This design comes from an exercise in tuning for small area, a short achievable clock period and few clock cycles per item on the open sky130 flow, not from production work. RTL that was checked went through simulation tests only; none was proved equivalent to the original. Only the layout flow was run in run 4; the RTL was not checked for function there. Power and IR drop assume default switching activity.

$ cat config.mk
export PLATFORM = sky130hd
export DESIGN_NAME = cidr_core
export DESIGN_NICKNAME = cidr_core
export VERILOG_FILES = /design/flow/design.v
export SDC_FILE = /design/flow/constraint.sdc
export NUM_CORES = 4
export LEC_CHECK = 0
export ABC_AREA = 1
export CAP_MARGIN = 20
export CORE_MARGIN = 2
export CORE_UTILIZATION = 35
export CTS_BUF_LIST = sky130_fd_sc_hd__clkbuf_16
export CTS_CLUSTER_DIAMETER = 80
export CTS_CLUSTER_SIZE = 24
export SETUP_SLACK_MARGIN = 3.5
export SLEW_MARGIN = 20
export TNS_END_PERCENT = 0
$ cat constraint.sdc
create_clock -name core_clock -period 6.0 [get_ports {clk}]
set_input_delay 1.2000 -clock core_clock [delete_from_list [all_inputs] [get_ports {clk}]]
set_output_delay 1.2000 -clock core_clock [all_outputs]
set_load 0.01 [all_outputs]
$ cat design.v
module cidr_core (
    input  wire         clk,
    input  wire         rst,
    input  wire         cmd_valid,
    output wire         cmd_ready,
    input  wire [31:0]  cmd_word,
    input  wire [127:0] cmd_addr,
    output wire         rsp_valid,
    input  wire         rsp_ready,
    output wire [2:0]   rsp_status,
    output wire         rsp_info,
    output wire         rsp_flag,
    output wire [128:0] rsp_data
);
    genvar gi;
    reg         slot_valid [0:3];
    reg         slot_fam   [0:3];    
    reg [127:0] slot_base  [0:3];    
    reg [7:0]   slot_plen  [0:3];
    reg         slot_any   [0:3];    
    reg [6:0]   slot_last  [0:3];    
    reg  a_v;                        
    reg  rsp_v;                      
    wire adv   = ~rsp_v | rsp_ready;         
    wire a_en  = ~a_v | adv;                 
    wire a_go  = a_v & adv;                  
    assign cmd_ready = ~rst & a_en;
    assign rsp_valid = ~rst & rsp_v;
    wire [3:0]  op     = cmd_word[31:28];
    wire [1:0]  fam    = cmd_word[27:26];
    wire [1:0]  rs     = cmd_word[25:24];
    wire [1:0]  rd     = cmd_word[23:22];
    wire [15:0] plen_f = cmd_word[15:0];
    wire zero_ok  = (cmd_word[21:16] == 6'd0);
    wire plen_z   = (plen_f == 16'd0);
    wire rd_ok    = zero_ok & (fam == 2'd0) & (rd == 2'd0) & plen_z;
    wire d_mask   = (op == 4'h1) & zero_ok & (rs == 2'd0) & (rd == 2'd0);
    wire d_load   = (op == 4'h2) & zero_ok & (rs == 2'd0);
    wire d_repfx  = (op == 4'h3) & zero_ok & (fam == 2'd0);
    wire d_match  = (op == 4'h4) & zero_ok & (rd == 2'd0) & plen_z;
    wire d_rdb    = (op == 4'h5) & rd_ok;
    wire d_rdp    = (op == 4'h6) & rd_ok;
    wire d_rdm    = (op == 4'h7) & rd_ok;
    wire d_bsz    = (op == 4'h8) & rd_ok;
    wire d_free   = (op == 4'h9) & zero_ok & (fam == 2'd0) & (rs == 2'd0) & plen_z;
    wire d_sent  = (plen_f == 16'hFFFF);
    wire p_small = ~plen_f[15] & (plen_f[14:8] == 7'd0);
    wire d_le32  = p_small & (plen_f[7:6] == 2'd0) & (~plen_f[5] | (plen_f[4:0] == 5'd0));
    wire d_le128 = p_small & (~plen_f[7] | (plen_f[6:0] == 7'd0));
    wire [127:0] d_addr = {cmd_addr[127:96] & {32{~d_repfx}},
                           cmd_addr[95:0] & {96{fam[0] & ~d_repfx}}};
    wire [127:0] d_therm;
    generate
        for (gi = 0; gi < 128; gi = gi + 1) begin : g_dtherm
            assign d_therm[127 - gi] = plen_f[7] | (plen_f[6:0] > gi);
        end
    endgenerate
    wire [127:0] d_stray = cmd_addr & ~d_therm & {{32{1'b1}}, {96{fam[0]}}};
    wire [15:0]  d_lsp;
    generate
        for (gi = 0; gi < 16; gi = gi + 1) begin : g_lsp
            assign d_lsp[gi] = |d_stray[gi*8 +: 8];
        end
    endgenerate
    reg [127:0] a_addr;
    reg [15:0]  a_lsp;
    reg         a_mask, a_load, a_repfx, a_match, a_rdb, a_rdp, a_rdm, a_bsz, a_free;
    reg [1:0]   a_fam;
    reg [3:0]   a_rs;                
    reg [3:0]   a_bs;                
    reg [3:0]   a_rm;                
    reg         a_mask_ok;           
    reg [3:0]   a_rd;                
    reg [7:0]   a_p;
    reg         a_sent, a_le32, a_le128;
    always @(posedge clk) begin
        if (rst)
            a_v <= 1'b0;
        else if (a_en)
            a_v <= cmd_valid;
    end
    always @(posedge clk) begin
        if (a_en) begin
            a_addr  <= d_addr;
            a_lsp   <= d_lsp;
            a_mask  <= d_mask;
            a_load  <= d_load;
            a_repfx <= d_repfx;
            a_match <= d_match;
            a_rdb   <= d_rdb;
            a_rdp   <= d_rdp;
            a_rdm   <= d_rdm;
            a_bsz   <= d_bsz;
            a_free  <= d_free;
            a_fam   <= fam;
            a_rs    <= {rs == 2'd3, rs == 2'd2, rs == 2'd1, rs == 2'd0};
            a_bs    <= {rs == 2'd3, rs == 2'd2, rs == 2'd1, rs == 2'd0} & {4{~d_load}};
            a_rm    <= {rs == 2'd3, rs == 2'd2, rs == 2'd1, rs == 2'd0} & {4{~d_mask}};
            a_mask_ok <= d_mask & ~fam[1] & (fam[0] ? d_le128 : d_le32);
            a_rd    <= {rd == 2'd3, rd == 2'd2, rd == 2'd1, rd == 2'd0};
            a_p     <= plen_f[7:0];
            a_sent  <= d_sent;
            a_le32  <= d_le32;
            a_le128 <= d_le128;
        end
    end
    wire a_legal = a_mask | a_load | a_repfx | a_match | a_rdb | a_rdp |
                   a_rdm | a_bsz | a_free;
    wire [3:0]   bs_v = a_bs & {slot_valid[3], slot_valid[2], slot_valid[1], slot_valid[0]};
    wire [3:0]   rs_v = a_rs & {slot_valid[3], slot_valid[2], slot_valid[1], slot_valid[0]};
    wire [3:0]   rm_v = a_rm & {slot_valid[3], slot_valid[2], slot_valid[1], slot_valid[0]};
    wire         src_valid = (a_rs[0] & slot_valid[0]) | (a_rs[1] & slot_valid[1]) |
                             (a_rs[2] & slot_valid[2]) | (a_rs[3] & slot_valid[3]);
    wire         src_fam   = (rs_v[0] & slot_fam[0]) | (rs_v[1] & slot_fam[1]) |
                             (rs_v[2] & slot_fam[2]) | (rs_v[3] & slot_fam[3]);
    wire         src_any   = (a_rs[0] & slot_any[0]) | (a_rs[1] & slot_any[1]) |
                             (a_rs[2] & slot_any[2]) | (a_rs[3] & slot_any[3]);
    wire [7:0]   src_plen  = ({8{rs_v[0]}} & slot_plen[0]) | ({8{rs_v[1]}} & slot_plen[1]) |
                             ({8{rs_v[2]}} & slot_plen[2]) | ({8{rs_v[3]}} & slot_plen[3]);
    wire [6:0]   src_last  = ({7{a_rs[0]}} & slot_last[0]) | ({7{a_rs[1]}} & slot_last[1]) |
                             ({7{a_rs[2]}} & slot_last[2]) | ({7{a_rs[3]}} & slot_last[3]);
    wire [127:0] src_base  = ({128{bs_v[0]}} & slot_base[0]) | ({128{bs_v[1]}} & slot_base[1]) |
                             ({128{bs_v[2]}} & slot_base[2]) | ({128{bs_v[3]}} & slot_base[3]);
    wire [127:0] x = a_addr ^ src_base;
    function ge7;
        input [6:0] a;
        input [6:0] b;
        integer k;
        reg gt, eq;
        begin
            gt = 1'b0;
            eq = 1'b1;
            for (k = 6; k >= 0; k = k - 1) begin
                gt = gt | (eq & a[k] & ~b[k]);
                eq = eq & ~(a[k] ^ b[k]);
            end
            ge7 = gt | eq;
        end
    endfunction
    wire op_fam   = a_repfx ? src_fam : a_fam[0];
    wire p_in_w   = op_fam ? a_le128 : a_le32;
    wire rng_ok   = a_sent | p_in_w;
    wire l_stray  = |a_lsp;
    wire r_stray  = src_any & ~a_p[7] & ge7(src_last, a_p[6:0]);
    wire con      = (a_load & ~a_fam[1]) | (a_repfx & src_valid);
    wire con_rng  = con & ~rng_ok;
    wire con_str  = con & rng_ok & (a_load ? l_stray : r_stray);
    wire wr_ok    = con & rng_ok & ~(a_load ? l_stray : r_stray);
    function [31:0] pdec;
        input [7:0] p;
        integer k;
        begin
            for (k = 0; k < 8; k = k + 1) begin
                pdec[k]     = p[7] | (p[6:4] > k);
                pdec[8 + k] = ~p[7] & (p[6:4] == k);
            end
            for (k = 0; k < 16; k = k + 1)
                pdec[16 + k] = p[3:0] > k;
        end
    endfunction
    function [7:0] blen;
        input       bsz;
        input       f;
        input [7:0] p;
        begin
            if (bsz & ~f)
                blen = {p[5], ~p[5], ~p[5], p[4:0]};    
            else
                blen = p;
        end
    endfunction
    wire [31:0] pd_sel = ({32{rm_v[0]}} & pdec(blen(a_bsz, slot_fam[0], slot_plen[0]))) |
                         ({32{rm_v[1]}} & pdec(blen(a_bsz, slot_fam[1], slot_plen[1]))) |
                         ({32{rm_v[2]}} & pdec(blen(a_bsz, slot_fam[2], slot_plen[2]))) |
                         ({32{rm_v[3]}} & pdec(blen(a_bsz, slot_fam[3], slot_plen[3]))) |
                         ({32{a_mask}}  & pdec(a_p));
    wire [127:0] m_therm;
    generate
        for (gi = 0; gi < 128; gi = gi + 1) begin : g_mtherm
            assign m_therm[127 - gi] = pd_sel[gi / 16] | (pd_sel[8 + gi / 16] & pd_sel[16 + gi % 16]);
        end
    endgenerate
    wire [127:0] mm = x & m_therm;
    wire         n_mok = a_match & src_valid & (a_fam == {1'b0, src_fam});
    wire [3:0]   n_mm;
    generate
        for (gi = 0; gi < 4; gi = gi + 1) begin : g_mm
            assign n_mm[gi] = ~n_mok | (|mm[gi*32 +: 32]);
        end
    endgenerate
    wire unsup    = (a_mask | a_load) & a_fam[1];
    wire empty    = (a_repfx | a_match | a_rdb | a_rdp | a_rdm | a_bsz) & ~src_valid;
    wire mask_err = a_mask & ~a_fam[1] & ~(a_fam[0] ? a_le128 : a_le32);
    wire [2:0] n_status = ~a_legal           ? 3'd5 :
                          unsup              ? 3'd2 :
                          empty              ? 3'd4 :
                          mask_err           ? 3'd3 :
                          (con_rng | con_str) ? 3'd1 : 3'd0;
    wire [127:0] lb_any0;
    generate
        for (gi = 0; gi < 128; gi = gi + 1) begin : g_lb0
            assign lb_any0[gi] = a_addr[127 - gi];
        end
    endgenerate
    wire [63:0]  lb_any1;  wire [63:0]  lb_pos1;
    wire [31:0]  lb_any2;  wire [63:0]  lb_pos2;
    wire [15:0]  lb_any3;  wire [47:0]  lb_pos3;
    wire [7:0]   lb_any4;  wire [31:0]  lb_pos4;
    wire [3:0]   lb_any5;  wire [19:0]  lb_pos5;
    wire [1:0]   lb_any6;  wire [11:0]  lb_pos6;
    wire         lb_any7;  wire [6:0]   lb_pos7;
    generate
        for (gi = 0; gi < 64; gi = gi + 1) begin : g_lb1
            assign lb_any1[gi] = lb_any0[2*gi] | lb_any0[2*gi+1];
            assign lb_pos1[gi] = lb_any0[2*gi+1];
        end
        for (gi = 0; gi < 32; gi = gi + 1) begin : g_lb2
            assign lb_any2[gi] = lb_any1[2*gi] | lb_any1[2*gi+1];
            assign lb_pos2[2*gi +: 2] = lb_any1[2*gi+1] ? {1'b1, lb_pos1[2*gi+1]} : {1'b0, lb_pos1[2*gi]};
        end
        for (gi = 0; gi < 16; gi = gi + 1) begin : g_lb3
            assign lb_any3[gi] = lb_any2[2*gi] | lb_any2[2*gi+1];
            assign lb_pos3[3*gi +: 3] = lb_any2[2*gi+1] ? {1'b1, lb_pos2[2*(2*gi+1) +: 2]} : {1'b0, lb_pos2[2*(2*gi) +: 2]};
        end
        for (gi = 0; gi < 8; gi = gi + 1) begin : g_lb4
            assign lb_any4[gi] = lb_any3[2*gi] | lb_any3[2*gi+1];
            assign lb_pos4[4*gi +: 4] = lb_any3[2*gi+1] ? {1'b1, lb_pos3[3*(2*gi+1) +: 3]} : {1'b0, lb_pos3[3*(2*gi) +: 3]};
        end
        for (gi = 0; gi < 4; gi = gi + 1) begin : g_lb5
            assign lb_any5[gi] = lb_any4[2*gi] | lb_any4[2*gi+1];
            assign lb_pos5[5*gi +: 5] = lb_any4[2*gi+1] ? {1'b1, lb_pos4[4*(2*gi+1) +: 4]} : {1'b0, lb_pos4[4*(2*gi) +: 4]};
        end
        for (gi = 0; gi < 2; gi = gi + 1) begin : g_lb6
            assign lb_any6[gi] = lb_any5[2*gi] | lb_any5[2*gi+1];
            assign lb_pos6[6*gi +: 6] = lb_any5[2*gi+1] ? {1'b1, lb_pos5[5*(2*gi+1) +: 5]} : {1'b0, lb_pos5[5*(2*gi) +: 5]};
        end
    endgenerate
    assign lb_any7 = lb_any6[0] | lb_any6[1];
    assign lb_pos7 = lb_any6[1] ? {1'b1, lb_pos6[11:6]} : {1'b0, lb_pos6[5:0]};
    wire       wr_en    = a_go & wr_ok;
    wire       free_en  = a_go & a_free;
    wire [7:0] new_plen = a_sent ? (op_fam ? 8'd128 : 8'd32) : a_p;
    wire       new_any  = a_repfx ? src_any  : lb_any7;
    wire [6:0] new_last = a_repfx ? src_last : lb_pos7;
    integer s;
    always @(posedge clk) begin
        if (rst) begin
            for (s = 0; s < 4; s = s + 1)
                slot_valid[s] <= 1'b0;
        end else begin
            for (s = 0; s < 4; s = s + 1) begin
                if (wr_en & a_rd[s])
                    slot_valid[s] <= 1'b1;
                else if (free_en & a_rd[s])
                    slot_valid[s] <= 1'b0;
            end
        end
    end
    always @(posedge clk) begin
        for (s = 0; s < 4; s = s + 1) begin
            if (wr_en & a_rd[s]) begin
                slot_fam[s]  <= op_fam;
                slot_base[s] <= x;
                slot_plen[s] <= new_plen;
                slot_any[s]  <= new_any;
                slot_last[s] <= new_last;
            end
        end
    end
    reg [2:0]   q_status;
    reg         q_info;
    reg [3:0]   q_mm;        
    reg [128:0] q_data;
    wire [128:0] oh = {src_valid, m_therm} & ~{m_therm, 1'b0};
    wire [128:0] n_data = ({129{a_mask_ok | a_rdm}} & {1'b0, m_therm}) |
                          ({129{a_rdb}} & {1'b0, src_base}) |
                          ({129{a_rdp}} & {121'd0, src_plen}) |
                          ({129{a_bsz}} & oh);
    always @(posedge clk) begin
        if (rst)
            rsp_v <= 1'b0;
        else if (adv)
            rsp_v <= a_v;
    end
    always @(posedge clk) begin
        if (a_go) begin
            q_status <= n_status;
            q_info   <= con_str;
            q_mm     <= n_mm;
            q_data   <= n_data;
        end
    end
    assign rsp_status = q_status;
    assign rsp_info   = q_info;
    assign rsp_flag   = ~|q_mm;
    assign rsp_data   = q_data;
endmodule
$ cat flow/run.sh
#!/bin/bash
# The standard layout (standard.sh, unchanged steps and settings), except
# that each input and output port is buffered with a plain buf_2 rather
# than the delay cell buffer_ports picks by default. make's full output
# goes to flow.log here; each ORFS step also keeps its own log under
# orfs/logs/.
set -euo pipefail
export BUFFER_PORTS_ARGS="-buffer_cell sky130_fd_sc_hd__buf_2"
bash standard.sh > flow.log 2>&1
$ cat standard.sh
#!/bin/bash
# synth_recipe.tcl (not shown) runs the flow's synth.tcl, then flattens the netlist and writes it again
# the make line also repeats each setting of config.mk as NAME=value (left out here)
make -C /OpenROAD-flow-scripts/flow DESIGN_CONFIG=/design/flow/config.mk WORK_HOME=/design/flow/orfs CLKGATE_MAP_FILE= SYNTH_SCRIPT=/design/flow/synth_recipe.tcl "${@:-finish}"
==> flow_summary.toml, run 1 <==
[worst_setup_path]
rrSetupSlack_ns = 3.01
crit_path_end_kind = "register"
required_ns = 6.55
endpoint_of_the_worst_slack_reg_to_reg_timing_path = "slot_base[2][26]"
reg2reg_from = "a_rs[0]"
ff2ff_path_depth = 12
maximum_fanout_encountered_on_the_critical_timing_path = 11
crit_path_start_kind = "primary input"
setup.worst_path.class = "in -> reg"
cp_data_arrival_time_ns = 3.54

[hold_path]
whs_endpoint = "slot_valid[1]"
timing.hold.worst_path_depth = 2
holdCritStartpoint = "slot_valid[1]"
tightest_hold_check_type = "reg -> reg"

[power]
power_frac_clock = 0.325
power_switching_share = 0.249
power.combinational.fraction = 0.071
power.internal_mw = 8.86
pd_cells_nw_per_um2 = 239
post-layout-total-power_mw = 11.8
power.switching_mw = 2.94
sequentialPowerShare = 0.604
vdd.ir_drop.worst_mv = 0.217
p_leak_nw = 19.2

[clocking]
clk_pin_slew_worst_paths_ns = 0.09
cts_root_buffer = "sky130_fd_sc_hd__clkbuf_16"
max_clock_buf_depth = 3
worst_skew_pair.late_latency_ns = 0.69
cts_made_buffers = 51
cts_sink_count = 900
htree_num_levels = 2
ctsHoldBuffers = 0
cts_tree = "done"

[timing]
fin_crit_sh = 0.499
setup_viol_count_final = 0
max_freq_mhz = 334
finalHoldViolCount = 0
clock_skew_ns = 0.0421
setup_repair_after_global_routing_missed_its_margin = "yes"
final.min_clock_period_ns = 2.99
setup_total_negative_slack_ns = 0
timing.final.max_slew_violations = 0
worstMarginPinSlew_ns = 1.14
timing.slew.headroom = 0.243

[floorplan]
die_y_microns = 352
ios = 300
core_sq_um = 120000
placement_rows = 127
initial_util = 0.353
die_outline_area_sq_um = 124000
fp.dieW_microns = 352

[synth]
yosysSeqAreaShare = 0.635
syn-cell-area_sq_um = 42500
number_of_warnings_printed_during_yosys_synthesis = 7
number_of_flops_mapped_to_enable_cells_by_yosys = 894
synth_cell_types = 57
synth_nets = 4317
postSynth.asyncResetShare = 0
seq_cells_post_synth = 900
syn_avg_cell_area_sq_um = 10.2
post_synth_inst_count = 4152
ys_dominant_reg_cell = "sky130_fd_sc_hd__edfxtp_1"

[layout]
layout.nets = 4669
multi_input_comb_area_sq_um = 13700
fillerInstances = 11700
final_layout_size_suffix_gt1_frac = 0.141
seqCellArea_sq_um = 27000
area_growth_pct = 16.1
fin_cells = 6139
layout.core_utilization = 0.410

[route]
drt-pass1-iter-count = 6
drt_initial_violations = 5223
detail_route.wl_per_cell_microns = 27.4
drcViolationCount = 0
route.vias.total = 34200
drtAntennaViolNets = 0
viasPerCell = 5.57
drt_wl_total_mm = 168

[grt]
grt_use_met3 = 0.0446
gr-total-overflow = 0
grt_use_met2 = 0.390
gr-usage-met1 = 0.371
antenna_found_initial = 5
vias_in_the_first_global_route = 31500
busiest_layer_in_global_routing = "met2"
track_usage = 0.260
grt_max_degree = 167
grt_first_pass_wirelength_mm = 233

[run_status]
run_status = "complete, no violations"

[place]
finalWeightedCongestion = 0.964
hpwl_mm = 117
placement.io_buffers = 299
numPlacedInstances = 5951

[flow_run]
max_cap_viol_count = 0
critical path: stages:
cell	delay [ns]
sky130_fd_sc_hd__buf_2	0.20
sky130_fd_sc_hd__nor2_1	0.33
sky130_fd_sc_hd__buf_4	0.23
sky130_fd_sc_hd__nand2_1	0.26
sky130_fd_sc_hd__nor2_1	0.54
sky130_fd_sc_hd__o21ai_0	0.35
sky130_fd_sc_hd__nor2_1	0.22
sky130_fd_sc_hd__o2111a_1	0.20
routing by layer:
layer | share of wire | wire, microns | vias up
met4 | 0.046 | 7740 | 2
met2 | 0.43 | 72800 | 2128
li1 | - | - | 15100
met1 | 0.42 | 69900 | 16700
met3 | 0.10 | 17500 | 312
met5 | 0.000071 | 12 | -
cell usage in the layout, fill, tap and decap left out, types with 6 or more instances in the layout:
master	count
sky130_fd_sc_hd__buf_4	101
sky130_fd_sc_hd__clkbuf_16	55
sky130_fd_sc_hd__nor2_4	15
sky130_fd_sc_hd__nand3_1	218
sky130_fd_sc_hd__clkinvlp_4	11
sky130_fd_sc_hd__nor3_1	44
sky130_fd_sc_hd__nor3_2	7
sky130_fd_sc_hd__o21ai_0	223
sky130_fd_sc_hd__buf_12	15
sky130_fd_sc_hd__nand2_1	1063
sky130_fd_sc_hd__nand2_4	13
sky130_fd_sc_hd__a221oi_1	8
sky130_fd_sc_hd__edfxtp_1	894
sky130_fd_sc_hd__a21oi_1	134
sky130_fd_sc_hd__inv_6	6
sky130_fd_sc_hd__a211oi_1	18
sky130_fd_sc_hd__o211ai_1	38
sky130_fd_sc_hd__a22o_1	172
sky130_fd_sc_hd__buf_2	297
sky130_fd_sc_hd__nand3_4	7
sky130_fd_sc_hd__nor2_1	357
sky130_fd_sc_hd__o221ai_1	7
sky130_fd_sc_hd__inv_1	420
sky130_fd_sc_hd__clkinv_1	6
sky130_fd_sc_hd__xnor2_1	26
sky130_fd_sc_hd__xor2_1	102
sky130_fd_sc_hd__nor2_2	16
sky130_fd_sc_hd__a31oi_1	15
sky130_fd_sc_hd__buf_6	6
sky130_fd_sc_hd__nand2_2	19
sky130_fd_sc_hd__nor4_1	24
sky130_fd_sc_hd__o22ai_1	32
sky130_fd_sc_hd__buf_16	21
sky130_fd_sc_hd__nand4_1	33
sequential cells by signal, indices dropped and copies added (netlist names), 8 cells and up:
signal and count:
a_addr 128, slot_last 28, slot_base 512, a_p 8
q_data 129, a_lsp 16, slot_plen 32
cell families after synthesis:
| family | share of synthesized area |
|---|---|
| AND/OR/NAND/NOR | 0.177 |
| flip-flops | 0.635 |
| AO/OA/AOI/OAI | 0.107 |
| buffers and inverters | 0.0540 |
| XOR/XNOR | 0.0264 |
| adder cells (fa/ha/maj) | 0.000295 |
stage by stage:
stage               hold WS, ns  worst slack (ns)  area [sq um]
CTS                       0.511              3.02         48700
finish                    0.526              3.01         49300
floorplan                 0.444              1.67         42500
global placement          0.484              1.84         45800
detailed placement        0.482              1.87         45800
global route              0.541              2.92         49300
worst max-delay path by stage:
stage | cells past startpoint | slack (ns) | endpoint | start
final | 8 | 3.01 | a_mask_ok | cmd_word[2]
after global routing | 14 | 2.92 | slot_base[2][26] | a_rs[0]
after CTS | 3 | 3.02 | rsp_flag | q_mm[1]
after detailed placement | 10 | 1.87 | a_bsz | cmd_word[5]
after global placement | 10 | 1.84 | a_bsz | cmd_word[6]
after floorplan | 12 | 1.67 | slot_any[0] | a_rs[1]
synth_stat cells (7+ instances only):
cell type / number / area, sq um
sky130_fd_sc_hd__clkbuf_1: 78 / 293
sky130_fd_sc_hd__a31oi_1: 15 / 93.8
sky130_fd_sc_hd__xnor2_1: 26 / 228
sky130_fd_sc_hd__a211oi_1: 21 / 158
sky130_fd_sc_hd__nand4_1: 33 / 206
sky130_fd_sc_hd__o221ai_1: 9 / 78.8
sky130_fd_sc_hd__o211ai_1: 38 / 285
sky130_fd_sc_hd__inv_1: 430 / 1610
sky130_fd_sc_hd__o22ai_1: 32 / 200
sky130_fd_sc_hd__edfxtp_1: 894 / 26800
sky130_fd_sc_hd__xor2_1: 102 / 893
sky130_fd_sc_hd__buf_4: 7 / 52.6
sky130_fd_sc_hd__nor2_1: 380 / 1430
sky130_fd_sc_hd__a221oi_1: 9 / 78.8
sky130_fd_sc_hd__a22o_1: 172 / 1510
sky130_fd_sc_hd__nor4_1: 26 / 163
sky130_fd_sc_hd__o21ai_0: 225 / 1130
sky130_fd_sc_hd__a21oi_1: 137 / 686
sky130_fd_sc_hd__nor3_1: 51 / 255
sky130_fd_sc_hd__buf_1: 23 / 86.3
sky130_fd_sc_hd__buf_2: 41 / 205
sky130_fd_sc_hd__nand3_1: 227 / 1140
sky130_fd_sc_hd__nand2_1: 1089 / 4090
power groups by stage:
stage          Clock (mW)  Combinational [mW]  Sequential, mW
6_report             3.83               0.838            7.13
5_1_grt              4.07               0.887            7.14
4_1_cts              3.88               0.803            7.13
3_5_place_dp            0               0.781            7.28
3_3_place_gp            0               0.781            7.28
2_1_floorplan           0               0.390            7.23
cell type report:
type | count | share of cell area
Clock inverter | 22 | 0.00520
Tap cell | 1612 | 0.0409
Antenna cell | 3 | 0.000152
Sequential cell | 900 | 0.547
Multi-Input combinational cell | 2665 | 0.278
Timing Repair Buffer | 446 | 0.0677
Inverter | 438 | 0.0352
Clock buffer | 51 | 0.0259
Timing Repair inverter | 2 | 0.000330
repair_timing:
action                                  in CTS  in global routing
setup buffers                               59                 33
endpoints found under the setup margin    1308                935
gates resized for setup                     89                 79
hold endpoints to repair                     0                  0
pin swaps                                   12                 13
gates cloned                                13                  7
Testbench counts, summed over its fixed seeds: cycles 4,816, items 4,800.
==> run 2: changes to the inputs <==
--- a/config.mk
+++ b/config.mk
@@ -10,3 +10,3 @@
 export CORE_MARGIN = 2
-export CORE_UTILIZATION = 35
+export CORE_UTILIZATION = 40
 export CTS_BUF_LIST = sky130_fd_sc_hd__clkbuf_16
==> run 2 against run 1 <==
Effect of this change:
- synthesized cell count unchanged
- utilization up 5.7 points
- sequential share of layout area up 0.14 points
- fmax up 2.4%
- hold slack better by 0.00094 ns
- clock-buffer cell count down 2
- total power down 0.75%
- clock power down 2%
- combinational power about the same
- critical path depth up 6
- sequential power about the same
- register-to-register slack better by 0.07 ns
- highest routed layer is now met4
==> flow_summary.toml, run 2 <==
[hold_path]
tightest_hold_check_type = "reg -> reg"

[synth]
syn_avg_cell_area_sq_um = 10.2
yosysSeqAreaShare = 0.635
dominant_combinational_cell_family_by_area_after_synthesis = "simple AND/OR/NAND/NOR gates"
post_synth_mux_area_share = 0
number_of_flops_mapped_to_enable_cells_by_yosys = 894
post_synth_inst_count = 4152
yosys-top-cells-count = "1,089 x sky130_fd_sc_hd__nand2_1, 894 x sky130_fd_sc_hd__edfxtp_1, 430 x sky130_fd_sc_hd__inv_1"
postSynth.asyncResetShare = 0
syn-cell-area_sq_um = 42500
synth_nets = 4317
yosys.area_share.simple = 0.177
synthXorXnorAreaFrac = 0.0264
seq_cells_post_synth = 900
yosysMostFrequentCell = "sky130_fd_sc_hd__nand2_1"
number_of_warnings_printed_during_yosys_synthesis = 7
synth.top_cells.by_area = "sky130_fd_sc_hd__edfxtp_1 63%, sky130_fd_sc_hd__nand2_1 9.6%, sky130_fd_sc_hd__inv_1 3.8%"
synth_area_leader_cell = "sky130_fd_sc_hd__edfxtp_1"
yosys.area_share.adder = 0.000295
ys_dominant_reg_cell = "sky130_fd_sc_hd__edfxtp_1"
synth_compound_area_frac = 0.107
synth.top_cell.area_share = 0.632
synth_cell_types = 57

[floorplan]
core_sq_um = 105000
die_outline_area_sq_um = 109000
ios = 300
fp.dieW_microns = 330
die_y_microns = 330
initial_util = 0.403
placement_rows = 119

[timing]
finalHoldViolCount = 0
post-route-worst-setup-slack_ns = 3.08
worstMarginPinSlew_ns = 1.21
clock_skew_ns = 0.0344
final_hold_slack_ns = 0.527
final.min_clock_period_ns = 2.92
setup_viol_count_final = 0
max_freq_mhz = 342
setup_total_negative_slack_ns = 0
fin_crit_sh = 0.487
timing.slew.headroom = 0.192
timing.final.max_slew_violations = 0
setup_repair_after_global_routing_missed_its_margin = "yes"

[layout]
final_layout_size_suffix_gt1_frac = 0.141
multi_input_comb_area_sq_um = 13700
commonest_cells_after_routing_fill_and_taps_aside = "1,065 x sky130_fd_sc_hd__nand2_1, 894 x sky130_fd_sc_hd__edfxtp_1, 420 x sky130_fd_sc_hd__inv_1"
largest_register_ff_count = 512
area_growth_pct = 15.8
largestRegisters = "slot_base: 512 flops, q_data: 129 flops, a_addr: 128 flops"
fillerInstances = 9853
seqCellArea_sq_um = 27000
layout.nets = 4667
registers.top_by_ff_count = "slot_base"
final_common_cell = "sky130_fd_sc_hd__nand2_1"

[route]
drt_initial_violations = 5499
drcViolationCount = 0
detail_route.wl_per_cell_microns = 27.5
drtAntennaViolNets = 0
drt_wl_total_mm = 162
route.vias.total = 34000
viasPerCell = 5.74
drt-pass1-iter-count = 8

[clocking]
htree_num_levels = 2
max_clock_buf_depth = 3
cts_made_buffers = 49
clk_pin_slew_worst_paths_ns = 0.09
cts_tree = "done"
cts_sink_count = 900
cts_root_buffer = "sky130_fd_sc_hd__clkbuf_16"
ctsHoldBuffers = 0
worst_skew_pair.late_latency_ns = 0.66

[power]
p_leak_nw = 19.3
pd_cells_nw_per_um2 = 238
vdd.ir_drop.worst_mv = 0.171

[worst_setup_path]
crit_path_start_kind = "register"
maximum_fanout_encountered_on_the_critical_timing_path = 22
crit_path_max_incr_delay_ns = 0.46
crit_slowest_cell = "sky130_fd_sc_hd__edfxtp_1"
required_ns = 6.38
rrSetupSlack_ns = 3.08
cp_data_arrival_time_ns = 3.31
cpMostUsedCell = "sky130_fd_sc_hd__nand2_1"
setup.worst_path.class = "reg -> reg"
crit_path_end_kind = "register"
crit_path_cell_trace = "a22o_1 -> a221oi_2 -> inv_2 -> ha_4 -> nand2_1 -> nor3_2 -> nand2_1 -> nand2_2 -> nand2_4 -> nand4_1 -> clkinvlp_4 -> buf_4 -> buf_12 -> buf_16"

[grt]
gr-total-overflow = 0
track_usage = 0.283
grt_max_degree = 179
vias_in_the_first_global_route = 31000
grt_first_pass_wirelength_mm = 221
antenna_found_initial = 5

[place]
finalWeightedCongestion = 0.992
hpwl_mm = 111
placement.setup.worst_slack_ns = 1.73
placement.io_buffers = 299

[flow_run]
max_cap_viol_count = 0

[run_status]
run_status = "complete, no violations"
==> run 2: cell counts after synthesis <==
No cell type changed its count.
==> run 2: worst paths after layout <==
kind / from / to / depth (start not counted)
setup / recovery: a_rs[1] / slot_base[2][23] / 14
hold / removal: slot_valid[3] / slot_valid[3] / 2
setup reg to reg: a_rs[1] / slot_base[2][23] / 14
hold reg to reg: slot_valid[3] / slot_valid[3] / 2
==> run 2: area by class of cell <==
class	count	area share
repair buffers	447	0.0718
well taps	1391	0.0354
diodes	3	0.000153
multi-input cells	2665	0.279
flip-flops and latches	900	0.548
clock inverters	20	0.00522
repair inverters	1	0.000178
inverters	438	0.0353
clock buffers	49	0.0249
==> run 2: through the flow <==
stage | util | instance area [sq um] | instances | total power [mW]
after global routing | 0.467 | 49200 | 5911 | 12.0
after CTS | 0.458 | 48200 | 5860 | 11.7
after global placement | 0.432 | 45500 | 5728 | 8.04
after detailed placement | 0.432 | 45500 | 5728 | 8.05
after floorplan | - | 42500 | 4152 | 7.62
final | 0.467 | 49200 | 5914 | 11.7
==> run 2: kinds of logic after synthesis <==
group                    after synthesis
buffers and inverters                588
AND/OR/NAND/NOR                     1837
XOR/XNOR                             128
AO/OA/AOI/OAI                        698
adder cells (fa/ha/maj)                1
flip-flops                           900
==> run 2: power breakdown <==
part	switching (mW)	internal (mW)	total, mW
Clock	2.13	1.62	3.75
Sequential	0.102	7.03	7.13
Combinational	0.613	0.222	0.835
==> run 2: metal layers <==
metal,up-vias,GRT usage,part of all wire
met3,310,0.0564,0.12
met1,16400,0.408,0.41
met2,2155,0.422,0.43
li1,15100,-,-
met4,0,0.106,0.049
met5,-,0,0
==> run 2: repair_timing <==
action                                  4_1_cts  5_1_grt
pin swaps                                    14       14
gates resized for setup                     119       81
buffers inserted                             57       29
endpoints found under the setup margin     1305      837
gates cloned                                  6       22
==> run 2: worst max-delay path: cells and delay by family (launching register included) <==
| family | cells | cell delay (ns) |
|---|---|---|
| simple gates | 6 | 0.67 |
| compound gates | 2 | 0.48 |
| flops | 1 | 0.46 |
| fa+ha+maj | 1 | 0.27 |
| buf+inv | 5 | 0.73 |
==> run 3: changes to the inputs <==
==> flow/run.sh (replaced) <==
#!/bin/bash
# The standard layout (standard.sh, unchanged steps and settings), except
# that each input and output port is buffered with a plain buf_1 rather
# than the delay cell buffer_ports picks by default. make's full output
# goes to flow.log here; each ORFS step also keeps its own log under
# orfs/logs/.
set -euo pipefail
export BUFFER_PORTS_ARGS="-buffer_cell sky130_fd_sc_hd__buf_1"
bash standard.sh > flow.log 2>&1
==> run 3 against run 2 <==
Effect of this change:
- still clean
- register-to-register slack lost 0.04 ns
- wire length shrank 1.6%
- design area down 1.4%
- critical path depth unchanged
- clock skew is essentially flat
- critical endpoint is now q_data[8]
- largest cell class unchanged
- largest power group unchanged
- highest routed layer unchanged
==> flow_summary.toml, run 3 <==
[timing]
post-route-worst-setup-slack_ns = 3.04
finalHoldViolCount = 0
setup_total_negative_slack_ns = 0
setup_viol_count_final = 0
max_freq_mhz = 338
clock_skew_ns = 0.0349
final.min_clock_period_ns = 2.96
timing.slew.headroom = 0.259
setup_repair_after_global_routing_missed_its_margin = "yes"
timing.final.max_slew_violations = 0
worstMarginPinSlew_ns = 1.11
fin_crit_sh = 0.494

[run_status]
run_status = "complete, no violations"

[place]
finalWeightedCongestion = 0.993
placement.setup.worst_slack_ns = 1.69
placement.io_buffers = 299
hpwl_mm = 112

[layout]
multi_input_comb_area_sq_um = 13600
largestRegisters = "slot_base: 512 flops, q_data: 129 flops, a_addr: 128 flops"
fillerInstances = 9881
final_layout_size_suffix_gt1_frac = 0.0713
commonest_cells_after_routing_fill_and_taps_aside = "1,068 x sky130_fd_sc_hd__nand2_1, 894 x sky130_fd_sc_hd__edfxtp_1, 421 x sky130_fd_sc_hd__inv_1"
largest_register_ff_count = 512
seqCellArea_sq_um = 27000
final_common_cell = "sky130_fd_sc_hd__nand2_1"
layout.nets = 4655
area_growth_pct = 14.2
registers.top_by_ff_count = "slot_base"

[synth]
synth.top_cells.by_area = "sky130_fd_sc_hd__edfxtp_1 63%, sky130_fd_sc_hd__nand2_1 9.6%, sky130_fd_sc_hd__inv_1 3.8%"
syn-cell-area_sq_um = 42500
synth_nets = 4317
seq_cells_post_synth = 900
post_synth_inst_count = 4152
number_of_flops_mapped_to_enable_cells_by_yosys = 894
synth_area_leader_cell = "sky130_fd_sc_hd__edfxtp_1"
yosysMostFrequentCell = "sky130_fd_sc_hd__nand2_1"
syn_avg_cell_area_sq_um = 10.2
number_of_warnings_printed_during_yosys_synthesis = 7
postSynth.asyncResetShare = 0
yosysSeqAreaShare = 0.635
yosys-top-cells-count = "1,089 x sky130_fd_sc_hd__nand2_1, 894 x sky130_fd_sc_hd__edfxtp_1, 430 x sky130_fd_sc_hd__inv_1"
ys_dominant_reg_cell = "sky130_fd_sc_hd__edfxtp_1"
synth.top_cell.area_share = 0.632
synth_cell_types = 57

[route]
route.vias.total = 33900
drcViolationCount = 0
viasPerCell = 5.73
drt_initial_violations = 5219
detail_route.wl_per_cell_microns = 27.0
drtAntennaViolNets = 0
drt-pass1-iter-count = 6
drt_wl_total_mm = 160

[power]
vdd.ir_drop.worst_mv = 0.200
sequentialPowerShare = 0.609
power.combinational.fraction = 0.069
power.switching_mw = 2.84
power.internal_mw = 8.86
power_switching_share = 0.243
p_leak_nw = 18.3
pd_cells_nw_per_um2 = 241
power_frac_clock = 0.322

[clocking]
cts_made_buffers = 49
ctsHoldBuffers = 0
htree_num_levels = 2
max_clock_buf_depth = 3
cts_tree = "done"
cts_sink_count = 900
worst_skew_pair.late_latency_ns = 0.66
clk_pin_slew_worst_paths_ns = 0.09
cts_root_buffer = "sky130_fd_sc_hd__clkbuf_16"

[floorplan]
fp.dieW_microns = 330
initial_util = 0.403
core_sq_um = 105000
die_outline_area_sq_um = 109000
die_y_microns = 330
ios = 300
placement_rows = 119

[worst_setup_path]
cpMostUsedCell = "sky130_fd_sc_hd__nand2_1"
rrSetupSlack_ns = 3.04
reg2reg_from = "a_rs[2]"
crit_path_cell_trace = "nand2_4 -> buf_8 -> nor2_1 -> nand2_1 -> nor2_1 -> nand2_1 -> nand2_1 -> nor2_1 -> nand2_2 -> nand2_1 -> nand2_1 -> nand2_1 -> nand3_1 -> o21ai_0"
crit_path_end_kind = "register"
cp_data_arrival_time_ns = 3.17
crit_slowest_cell = "sky130_fd_sc_hd__edfxtp_1"
crit_path_max_incr_delay_ns = 0.44
endpoint_of_the_worst_slack_reg_to_reg_timing_path = "q_data[8]"
ff2ff_path_depth = 14
setup.worst_path.class = "reg -> reg"
crit_path_start_kind = "register"
required_ns = 6.21
maximum_fanout_encountered_on_the_critical_timing_path = 15

[hold_path]
tightest_hold_check_type = "reg -> reg"
whs_endpoint = "slot_valid[3]"
timing.hold.worst_path_depth = 2
holdCritStartpoint = "slot_valid[3]"

[grt]
grt_max_degree = 155
grt_first_pass_wirelength_mm = 220
vias_in_the_first_global_route = 30900
antenna_found_initial = 4
gr-total-overflow = 0
track_usage = 0.283

[flow_run]
max_cap_viol_count = 0
-- run 3: cell counts after synthesis --
Identical to the previous run, type by type.
-- run 3: cells by family after synthesis --
kind of cell | after synthesis | synth area share
simple gates | 1837 | 0.177
flops | 900 | 0.635
compound gates | 698 | 0.107
buf+inv | 588 | 0.0540
xor+xnor | 128 | 0.0264
fa+ha+maj | 1 | 0.000295
-- run 3: worst max path at each step --
stage	endpoint	from	slack, ns
CTS	rsp_flag	q_mm[1]	3.02
floorplan	slot_any[0]	a_rs[1]	1.67
detailed placement	q_mm[2]	a_rs[3]	1.69
global route	slot_base[2][98]	a_rs[2]	3.00
finish	q_data[8]	a_rs[2]	3.04
global placement	a_lsp[1]	cmd_word[6]	1.62
-- run 3: power groups by stage --
stage / Clock [mW] / Combinational, mW / Sequential [mW]
floorplan: 0 / 0.390 / 7.23
global placement: 0 / 0.747 / 7.27
detailed placement: 0 / 0.749 / 7.27
CTS: 3.83 / 0.770 / 7.12
global route: 4.03 / 0.857 / 7.14
finish: 3.77 / 0.806 / 7.13
-- run 3: area by class of cell --
| class | instances | share of cell area |
|---|---|---|
| multi-input cells | 2665 | 0.281 |
| clock buffers | 51 | 0.0263 |
| inverters | 438 | 0.0355 |
| repair buffers | 431 | 0.0588 |
| diodes | 4 | 0.000207 |
| clock inverters | 24 | 0.00509 |
| flip-flops and latches | 900 | 0.556 |
| well taps | 1391 | 0.0359 |
| repair inverters | 5 | 0.000774 |
-- run 3: critical path: cells and delay by family (launching register included) --
family	cells	cell delay, ns
simple gates	12	1.48
buf+inv	1	0.19
compound gates	1	0.38
flops	1	0.44
-- run 3: per-layer routing --
metal	GRT usage	wire, microns	part of all wire	vias to the layer above
li1	-	-	-	15100
met1	0.411	66200	0.41	16400
met2	0.414	68300	0.43	2103
met3	0.0569	18000	0.11	285
met4	0.115	7200	0.045	0
met5	0	0	0	-
-- run 3: metrics by stage --
| step | area, sq um | utilization | cells | total power, mW | hold WS, ns |
|---|---|---|---|---|---|
| 3_5_place_dp | 45300 | 0.430 | 5741 | 8.02 | 0.473 |
| 2_1_floorplan | 42500 | - | 4152 | 7.62 | 0.444 |
| 3_3_place_gp | 45300 | 0.430 | 5741 | 8.02 | 0.479 |
| 5_1_grt | 48500 | 0.460 | 5905 | 12.0 | 0.550 |
| 6_report | 48500 | 0.460 | 5909 | 11.7 | 0.532 |
| 4_1_cts | 47800 | 0.454 | 5879 | 11.7 | 0.499 |
-- run 3: repair_timing --
action                      CTS  global route
pin swaps                    14             9
setup buffers                55            18
setup endpoints to repair  1415           922
gates resized for setup      91            75
cloned                        8             8
==> run 4: changes to the inputs <==
--- a/design.v
+++ b/design.v
@@ -51,9 +51,3 @@
                            cmd_addr[95:0] & {96{fam[0] & ~d_repfx}}};
-    wire [127:0] d_therm;
-    generate
-        for (gi = 0; gi < 128; gi = gi + 1) begin : g_dtherm
-            assign d_therm[127 - gi] = plen_f[7] | (plen_f[6:0] > gi);
-        end
-    endgenerate
-    wire [127:0] d_stray = cmd_addr & ~d_therm & {{32{1'b1}}, {96{fam[0]}}};
+    wire [127:0] d_op = cmd_addr & {{32{1'b1}}, {96{fam[0]}}};
     wire [15:0]  d_lsp;
@@ -61,3 +55,12 @@
         for (gi = 0; gi < 16; gi = gi + 1) begin : g_lsp
-            assign d_lsp[gi] = |d_stray[gi*8 +: 8];
+            wire [7:0] grp  = {d_op[127 - gi*8 - 7], d_op[127 - gi*8 - 6],
+                               d_op[127 - gi*8 - 5], d_op[127 - gi*8 - 4],
+                               d_op[127 - gi*8 - 3], d_op[127 - gi*8 - 2],
+                               d_op[127 - gi*8 - 1], d_op[127 - gi*8]};
+            wire [7:0] tail = {8{plen_f[7:3] == gi}} &
+                              {plen_f[2:0] <= 3'd7, plen_f[2:0] <= 3'd6,
+                               plen_f[2:0] <= 3'd5, plen_f[2:0] <= 3'd4,
+                               plen_f[2:0] <= 3'd3, plen_f[2:0] <= 3'd2,
+                               plen_f[2:0] <= 3'd1, plen_f[2:0] == 3'd0};
+            assign d_lsp[gi] = ((plen_f[7:3] < gi) & (|grp)) | (|(grp & tail));
         end
==> flow/run.sh (replaced) <==
#!/bin/bash
# The standard layout (standard.sh, unchanged steps and settings), except
# that each input and output port is buffered with a plain buf_2 rather
# than the delay cell buffer_ports picks by default. make's full output
# goes to flow.log here; each ORFS step also keeps its own log under
# orfs/logs/.
set -euo pipefail
export BUFFER_PORTS_ARGS="-buffer_cell sky130_fd_sc_hd__buf_2"
bash standard.sh > flow.log 2>&1
==> run 4 against run 3 <==
Effect of this change:
- clock-buffer cell count is 1 lower
- still clean on timing, DRC and antenna
- register-to-register slack worse by 0.03 ns
- combinational power is 2% lower
- total power is 0.26% lower
- utilization is 0.53 points lower
- synthesized cell count is 3.3% lower
- sequential share of layout area is 0.73 points higher
- cell count is 3.0% lower
- largest power group unchanged
- global-route usage is 0.87 points lower
- setup slack worse by 0.12 ns
==> flow_summary.toml, run 4 <==
[route]
viasPerCell = 5.68
drt_initial_violations = 4759
drcViolationCount = 0
route.vias.total = 32500
drt_wl_total_mm = 153
drt-pass1-iter-count = 9
detail_route.wl_per_cell_microns = 26.7
drtAntennaViolNets = 0

[worst_setup_path]
ff2ff_path_depth = 12
setup.worst_path.class = "in -> reg"
crit_slowest_cell = "sky130_fd_sc_hd__a221oi_1"
cp_data_arrival_time_ns = 3.46
endpoint_of_the_worst_slack_reg_to_reg_timing_path = "q_mm[1]"
crit_path_end_kind = "register"
crit_path_max_incr_delay_ns = 0.47
reg2reg_from = "slot_valid[0]"
crit_path_start_kind = "primary input"
required_ns = 6.38
cpMostUsedCell = "sky130_fd_sc_hd__buf_4"
maximum_fanout_encountered_on_the_critical_timing_path = 13
crit_path_cell_trace = "buf_2 -> nand2_1 -> buf_4 -> nor2_1 -> buf_4 -> inv_1 -> a221oi_1 -> a21oi_1"
rrSetupSlack_ns = 3.01

[place]
finalWeightedCongestion = 0.981
hpwl_mm = 108
placement.io_buffers = 299

[layout]
final_layout_size_suffix_gt1_frac = 0.134
final_common_cell = "sky130_fd_sc_hd__nand2_1"
largest_register_ff_count = 512
layout.core_utilization = 0.455
antenna_cells = 0
layout.nets = 4482
largestRegisters = "slot_base: 512 flops, q_data: 129 flops, a_addr: 128 flops"
commonest_cells_after_routing_fill_and_taps_aside = "985 x sky130_fd_sc_hd__nand2_1, 894 x sky130_fd_sc_hd__edfxtp_1, 406 x sky130_fd_sc_hd__inv_1"
registers.top_by_ff_count = "slot_base"
area_growth_pct = 13.1

[synth]
seq_cells_post_synth = 900
yosysSeqAreaShare = 0.638
syn-cell-area_sq_um = 42300
ys_dominant_reg_cell = "sky130_fd_sc_hd__edfxtp_1"
syn_avg_cell_area_sq_um = 10.5
post_synth_inst_count = 4017
synth_cell_types = 64
yosys-top-cells-count = "996 x sky130_fd_sc_hd__nand2_1, 894 x sky130_fd_sc_hd__edfxtp_1, 419 x sky130_fd_sc_hd__inv_1"
number_of_flops_mapped_to_enable_cells_by_yosys = 894
postSynth.asyncResetShare = 0
synth_nets = 4182
synth_area_leader_cell = "sky130_fd_sc_hd__edfxtp_1"
number_of_warnings_printed_during_yosys_synthesis = 7
synth.top_cells.by_area = "sky130_fd_sc_hd__edfxtp_1 63%, sky130_fd_sc_hd__nand2_1 8.8%, sky130_fd_sc_hd__a22o_1 4.1%"
synth.top_cell.area_share = 0.635
yosysMostFrequentCell = "sky130_fd_sc_hd__nand2_1"

[power]
sequentialPowerShare = 0.609
vdd.ir_drop.worst_mv = 0.225
pd_cells_nw_per_um2 = 244
power_frac_clock = 0.323
power.combinational.fraction = 0.067
power.internal_mw = 8.85
post-layout-total-power_mw = 11.7
power_switching_share = 0.242
power.switching_mw = 2.83
p_leak_nw = 18.7

[grt]
antenna_found_initial = 8
grt_first_pass_wirelength_mm = 215
vias_in_the_first_global_route = 30200
track_usage = 0.274
gr-total-overflow = 0
grt_max_degree = 168

[clocking]
cts_sink_count = 900
worst_skew_pair.late_latency_ns = 0.67
cts_root_buffer = "sky130_fd_sc_hd__clkbuf_16"
cts_tree = "done"
clk_pin_slew_worst_paths_ns = 0.10
cts_made_buffers = 49
htree_num_levels = 2
max_clock_buf_depth = 3

[timing]
setup_viol_count_final = 0
setup_total_negative_slack_ns = 0
finalHoldViolCount = 0
timing.slew.headroom = 0.172
final.min_clock_period_ns = 3.08
timing.final.max_slew_violations = 0
final_hold_slack_ns = 0.527
fin_crit_sh = 0.513
max_freq_mhz = 325
worstMarginPinSlew_ns = 1.23
setup_repair_after_global_routing_missed_its_margin = "yes"
clock_skew_ns = 0.0439

[run_status]
run_status = "complete, no violations"

[floorplan]
die_outline_area_sq_um = 108000
die_y_microns = 329
fp.dieW_microns = 329
core_sq_um = 105000
ios = 300
initial_util = 0.402
placement_rows = 119

[hold_path]
tightest_hold_check_type = "reg -> reg"
holdCritStartpoint = "a_v"
timing.hold.worst_path_depth = 2
whs_endpoint = "a_v"

[flow_run]
max_cap_viol_count = 0
run 4: cell count changes after synthesis, sizes merged, moves of 12 or more:
cell	before	now
a22o	172	200
a31oi	15	3
nand4	35	57
a211oi	21	6
o21ai	226	209
nand2	1094	1016
nor2	388	371
nand3	229	201
nor3	52	37
run 4: stage by stage:
step | worst slack, ns | std cells | cell area (sq um)
final | 2.92 | 5732 | 47800
after global routing | 2.89 | 5732 | 47800
after CTS | 2.92 | 5709 | 47400
after detailed placement | 1.80 | 5603 | 45300
after global placement | 1.81 | 5603 | 45300
after floorplan | 1.81 | 4017 | 42300
run 4: how the worst max path moves through the flow:
stage / start / endpoint / cells past startpoint
floorplan: rsp_ready / cmd_ready / 4
global placement: a_rs[1] / q_mm[3] / 16
detailed placement: a_rs[1] / q_mm[3] / 16
CTS: q_mm[1] / rsp_flag / 2
global route: q_mm[0] / rsp_flag / 2
finish: cmd_word[1] / a_lsp[0] / 8
run 4: cells by family after synthesis:
family | synth area share
compound gates | 0.110
xor+xnor | 0.0265
fa+ha+maj | 0.000296
buf+inv | 0.0556
flops | 0.638
simple gates | 0.170
run 4: what timing repair did:
| action | 4_1_cts | 5_1_grt |
|---|---|---|
| endpoints found under the hold margin | 0 | 0 |
| hold buffers | 0 | 0 |
| pin swaps | 8 | 5 |
| cloned | 1 | 5 |
| gates resized for setup | 58 | 45 |
| setup endpoints to repair | 1374 | 1083 |
| buffers inserted | 30 | 18 |
run 4: cell type report:
class | instances | area [sq um]
Fill cell | 10000 | 57300
Sequential cell | 900 | 27000
Multi-Input combinational cell | 2538 | 13200
Timing Repair Buffer | 398 | 2680
Tap cell | 1391 | 1740
Inverter | 430 | 1720
Clock buffer | 50 | 1250
Clock inverter | 25 | 253
run 4: metal layers:
metal,up-vias,global-route usage,wire (microns)
li1,14600,-,-
met5,-,0,13
met2,1868,0.406,65200
met3,249,0.0570,16900
met4,2,0.0900,6310
met1,15800,0.402,64500
run 4: worst max-delay path: cells and delay by family:
kind                   cells  cell delay, ns
and+or+nand+nor            2            0.48
AOI/OAI and AO/OA          2            0.69
buffers and inverters      4            1.05
run 4: power groups by stage:
stage | clock network, mW | logic [mW] | registers (mW)
floorplan | 0 | 0.379 | 7.23
global placement | 0 | 0.744 | 7.26
detailed placement | 0 | 0.749 | 7.26
CTS | 3.81 | 0.762 | 7.12
global route | 4.02 | 0.848 | 7.12
finish | 3.77 | 0.788 | 7.11

==> static timing again, ports no longer ideal <==
In the flow no input, the clock included, has a driving cell. The finished layouts below were timed again as built, in two steps.
Step 1 (the two cells are an assumption about what drives the block):
set clk [get_ports {clk}]
set_driving_cell -lib_cell sky130_fd_sc_hd__clkbuf_16 $clk
set_driving_cell -lib_cell sky130_fd_sc_hd__buf_2 [delete_from_list [all_inputs] $clk]
Step 2 adds t to the input delays and takes it off the output delays; t is the mean of the earliest and latest rising clock arrival at the registers after step 1. Input paths then give back, and output paths get back, about the clock's delay inside the block.
a / b / c = ideal / step 1 / step 2; a / b = the first two.
run	t (ns)	setup slack, ns	latest minus earliest clock arrival (ns)	worst register clock-pin slew, ns	worst slew at a driven data input, ns
run 1	0.751	3.007 / 3.008 / 2.308	0.046 / 0.046	0.10 / 0.10	0.06
run 2	0.710	3.077 / 3.054 / 2.454	0.036 / 0.036	0.11 / 0.11	0.06
run 3	0.714	3.039 / 2.987 / 2.383	0.037 / 0.036	0.10 / 0.10	0.05
run 4	0.716	2.922 / 2.872 / 2.248	0.044 / 0.045	0.10 / 0.10	0.07
After both steps setup and hold are still met in every run listed. For run 1, which loses most, drivers alone change the setup slack by +0.001 ns; drivers and shift together by -0.699 ns.
